Source: an optimization exercise on an open RTL-to-GDS flow (aim: small area). Production flows keep margins and buffers that such runs may drop. The RTL was checked by simulation tests, not by an equivalence proof against the original design. No driver is modelled on the clock port, so clocking that relies on it looks cheaper here than on a real chip. Power figures rest on the tool's default switching activity, not on a simulated workload.

## b64core
module b64core (
    input  wire        clk,
    input  wire        rst,
    input  wire        enc_in_valid,
    input  wire [9:0]  enc_in_data,
    output wire        enc_in_ready,
    output wire        enc_out_valid,
    output wire [32:0] enc_out_data,
    input  wire        enc_out_ready,
    output wire        enc_busy,
    input  wire        dec_in_valid,
    input  wire [22:0] dec_in_data,
    output wire        dec_in_ready,
    output wire        dec_out_valid,
    output wire [27:0] dec_out_data,
    input  wire        dec_out_ready,
    output wire        dec_busy
);
export LEC_CHECK = 0
export CAP_MARGIN = 20
export CORE_MARGIN = 2
export CORE_UTILIZATION = 40
export SLEW_MARGIN = 20
export BUFFER_PORTS_ARGS = -buffer_cell sky130_fd_sc_hd__buf_1
export CTS_ARGS = -sink_clustering_enable -repair_clock_nets -dont_use_dummy_load -buf_list sky130_fd_sc_hd__clkbuf_4 -root_buf sky130_fd_sc_hd__clkbuf_4
export POST_CTS_TCL = /design/flow/flow/post_cts.tcl
create_clock -name core_clock -period 5.0 [get_ports {clk}]
standard.sh (not shown) runs the stock make flow with config.mk's settings and CLKGATE_MAP_FILE= SYNTH_SCRIPT=/design/flow/synth_recipe.tcl, a recipe that flattens the netlist after the stock synthesis.
==> flow/flow/run.sh <==
#!/bin/bash
# Own layout flow: the standard layout (standard.sh) with
#  - the standard synthesis script, but ABC run with an area-oriented script
#    (flow/area.script) and adders left to ABC instead of the adder cells;
#  - port buffers of the smallest buffer cell;
#  - a clock tree of small clock buffers without dummy loads, each clock
#    buffer then sized to the smallest that keeps its loads' slew low
#    (flow/post_cts.tcl).
# Each tool's output goes to a log file in the work folder.
set -euo pipefail
W=$(pwd)
cat > "$W/own_synth.tcl" <<EOF
proc abc {args} {
  set i [lsearch -exact \$args -script]
  if {\$i >= 0} { lset args [expr {\$i+1}] $W/flow/area.script }
  yosys abc {*}\$args
}
source $W/synth_recipe.tcl
EOF
cat >> config.mk <<'EOF'
export BUFFER_PORTS_ARGS = -buffer_cell sky130_fd_sc_hd__buf_1
export CTS_ARGS = -sink_clustering_enable -repair_clock_nets -dont_use_dummy_load -buf_list sky130_fd_sc_hd__clkbuf_4 -root_buf sky130_fd_sc_hd__clkbuf_4
EOF
echo "export POST_CTS_TCL = $W/flow/post_cts.tcl" >> config.mk
bash standard.sh SYNTH_SCRIPT="$W/own_synth.tcl" ADDER_MAP_FILE= finish > standard.log 2>&1
Other scripts of this flow, unchanged in this note and not shown: flow/flow/area.script, flow/flow/post_cts.tcl
The baseline ran to the end with no violations.
==> next run, changes <==
- CORE_UTILIZATION: 40 -> 72
- PLACE_DENSITY: unset -> 0.85
Result: Area after synthesis does not change; wire length goes down slightly; synthesized cell count is unchanged; power goes down by a few percent; core utilization goes up by 37 points.
==> next run, changes <==
- CORE_UTILIZATION: 72 -> 65
- PLACE_DENSITY: 0.85 -> 0.8
Non-clock buffer count climbs by 1. Count of clock-buffer cells in the layout is unchanged. Design area stays flat. Synthesized cell count does not change. Routed wire length increases by 2.8%. Sequential power barely changes. Total power went up by 1.7%. Setup slack gets worse by 0.081 ns. Register-to-register slack gets worse by 0.02 ns. Synthesized area is unchanged. Maximum frequency went down by 1.7%.
==> next run, changes <==
- CORE_UTILIZATION: 65 -> 80
- PLACE_DENSITY: 0.8 -> 0.9
What happened: The new run stopped in global placement (3_3_place_gp). Area after synthesis stays the same. Synthesized cell count is unchanged.

b64core, a different RTL version from the one above (not shown whole).
For scale: about 46 flip-flops, about 110 I/O pins.
Settings: LEC_CHECK=0, CAP_MARGIN=20, CORE_MARGIN=2, CORE_UTILIZATION=65, PLACE_DENSITY=0.8, SETUP_SLACK_MARGIN=0.2, SLEW_MARGIN=20, BUFFER_PORTS_ARGS=-buffer_cell sky130_fd_sc_hd__buf_1, CTS_ARGS=-sink_clustering_enable -repair_clock_nets -dont_use_dummy_load -buf_list sky130_fd_sc_hd__clkbuf_4 -root_buf sky130_fd_sc_hd__clkbuf_4, POST_CTS_TCL=/design/flow/flow/post_cts.tcl; clock period 5.0 ns.
==> flow/flow/area.script <==
strash
&get -n
&deepsyn -T 30
&put
strash
dch -f
map -a
mfs2
strash
dch -f
amap
==> flow/flow/post_cts.tcl <==
# After CTS: size each clock buffer to the smallest clock buffer whose loads
# see an estimated slew below a target, leaves first, then legalize.
set ::clk_sizes {sky130_fd_sc_hd__clkbuf_1 sky130_fd_sc_hd__clkbuf_2 sky130_fd_sc_hd__clkbuf_4 sky130_fd_sc_hd__clkbuf_8 sky130_fd_sc_hd__clkbuf_16}
set ::clk_slew_target 0.104

proc clk_load_slew { inst } {
  set out [get_pins -of_objects $inst -filter "direction == output"]
  set worst 0
  foreach p [get_pins -of_objects [get_nets -of_objects $out] -filter "direction == input"] {
    set s [get_property $p slew_max]
    if { $s > $worst } { set worst $s }
  }
  return $worst
}

proc clk_is_leaf { inst } {
  set out [get_pins -of_objects $inst -filter "direction == output"]
  foreach p [get_pins -of_objects [get_nets -of_objects $out] -filter "direction == input"] {
    if { [string match *clkbuf* [get_property [get_cells -of_objects $p] ref_name]] } { return 0 }
  }
  return 1
}

proc clk_size { inst } {
  set clk_sizes $::clk_sizes; set clk_slew_target $::clk_slew_target
  set name [get_property $inst name]
  foreach size $clk_sizes {
    replace_cell $name $size
    estimate_parasitics -placement
    if { [clk_load_slew $inst] < $clk_slew_target } { break }
  }
  puts "clock buffer $name: $size, load slew [clk_load_slew $inst]"
}

set clk_bufs {}
foreach inst [get_cells *] {
  if { [string match sky130_fd_sc_hd__clkbuf_* [get_property $inst ref_name]] } {
    lappend clk_bufs $inst
  }
}
estimate_parasitics -placement
foreach inst $clk_bufs { if { [clk_is_leaf $inst] } { clk_size $inst } }
foreach inst $clk_bufs { if { ![clk_is_leaf $inst] } { clk_size $inst } }
# the root's size changes the leaves' input slew: upsize any leaf left over
foreach inst $clk_bufs {
  set i [lsearch $::clk_sizes [get_property $inst ref_name]]
  while { [clk_load_slew $inst] >= $::clk_slew_target && $i < [llength $::clk_sizes] - 1 } {
    incr i
    replace_cell [get_property $inst name] [lindex $::clk_sizes $i]
    estimate_parasitics -placement
  }
}
detailed_placement
check_placement -verbose
estimate_parasitics -placement
foreach inst $clk_bufs { puts "clock buffer [get_property $inst name]: [get_property $inst ref_name], load slew [clk_load_slew $inst]" }
Scripts as last shown in full above: flow/flow/run.sh
The baseline produced a clean layout.
Rerun with:
--- a/flow/flow/post_cts.tcl
+++ b/flow/flow/post_cts.tcl
@@ -3,3 +3,3 @@
 set ::clk_sizes {sky130_fd_sc_hd__clkbuf_1 sky130_fd_sc_hd__clkbuf_2 sky130_fd_sc_hd__clkbuf_4 sky130_fd_sc_hd__clkbuf_8 sky130_fd_sc_hd__clkbuf_16}
-set ::clk_slew_target 0.104
+set ::clk_slew_target 0.112
 
CORE_UTILIZATION = 72   (was 65)
PLACE_DENSITY = 0.85   (was 0.8)
SETUP_SLACK_MARGIN = 0.3   (was 0.2)
Result:
- This time the run never finished: it broke off in global routing
- synthesized area stays the same
- synthesized cell count stays the same
Rerun with:
--- a/flow/flow/post_cts.tcl
+++ b/flow/flow/post_cts.tcl
@@ -3,3 +3,3 @@
 set ::clk_sizes {sky130_fd_sc_hd__clkbuf_1 sky130_fd_sc_hd__clkbuf_2 sky130_fd_sc_hd__clkbuf_4 sky130_fd_sc_hd__clkbuf_8 sky130_fd_sc_hd__clkbuf_16}
-set ::clk_slew_target 0.112
+set ::clk_slew_target 0.104
 
CORE_UTILIZATION = 65   (was 72)
PLACE_DENSITY = 0.8   (was 0.85)
SETUP_SLACK_MARGIN = 0.1   (was 0.3)
=>
- With this change the flow passed the timing, design-rule and antenna checks
- synthesized area does not change
- synthesized cell count stays the same
Rerun with:
==> flow/flow/area.script (replaced) <==
strash
&get -n
&deepsyn -T 30
&put
strash
dch -f
amap
mfs2
strash
dch -f
amap
mfs2
strash
dch -f
amap
SETUP_SLACK_MARGIN = 0.2   (was 0.1)
Sequential power is about the same. Power came out higher by 0.43%. Setup slack gains 0.083 ns. Utilization barely changes. Final cell count hardly moves. Via count came out lower by 4.4%. Synthesized area came out lower by 0.63%. Register-to-register slack gains 0.11 ns.
Rerun with:
==> flow/flow/area.script (replaced) <==
strash
&get -n
&deepsyn -T 30
&put
strash
dch -f
map -a
mfs2
strash
dch -f
amap
--- a/flow/flow/post_cts.tcl
+++ b/flow/flow/post_cts.tcl
@@ -3,3 +3,3 @@
 set ::clk_sizes {sky130_fd_sc_hd__clkbuf_1 sky130_fd_sc_hd__clkbuf_2 sky130_fd_sc_hd__clkbuf_4 sky130_fd_sc_hd__clkbuf_8 sky130_fd_sc_hd__clkbuf_16}
-set ::clk_slew_target 0.104
+set ::clk_slew_target 0.112
 
Effect: Worst setup slack loses 0.066 ns; design area barely changes; count of clock-buffer cells in the layout stays the same; die area rose slightly; via count rose by a few percent.

-- what the ideal ports hide --
In the flow no input, the clock included, has a driving cell. The finished layouts below were timed again as built, in two steps.
Step 1: set_driving_cell puts a clkbuf_16 on clk and a buf_2 on each other input, an assumption about the parent block.
Step 2, shift: input delay + t, output delay - t, t = (earliest + latest rising clock arrival at the registers) / 2. This alone moves slack from input paths to output paths.
Slacks: ideal / step 1 / step 2; pairs: ideal / step 1.
run | t (ns) | slack for setup (ns) | slew at the worst register clock pin (ns)
the first run of note 1 | 0.351 | 0.462 / 0.436 / 0.652 | 0.09 / 0.09
the second run of note 1 | 0.352 | 0.421 / 0.397 / 0.436 | 0.11 / 0.11
the third run of note 1 | 0.365 | 0.339 / 0.314 / 0.314 | 0.11 / 0.11
the first run of note 2 | 0.368 | 0.445 / 0.421 / 0.421 | 0.10 / 0.10
the third run of note 2 | 0.368 | 0.426 / 0.400 / 0.400 | 0.10 / 0.10
the fourth run of note 2 | 0.328 | 0.509 / 0.485 / 0.485 | 0.10 / 0.10
the fifth run of note 2 | 0.372 | 0.442 / 0.418 / 0.418 | 0.11 / 0.11
After both steps setup and hold are still met in every run listed. For the third run of note 2, which loses most, drivers alone change the setup slack by -0.026 ns; drivers and shift together by -0.026 ns.
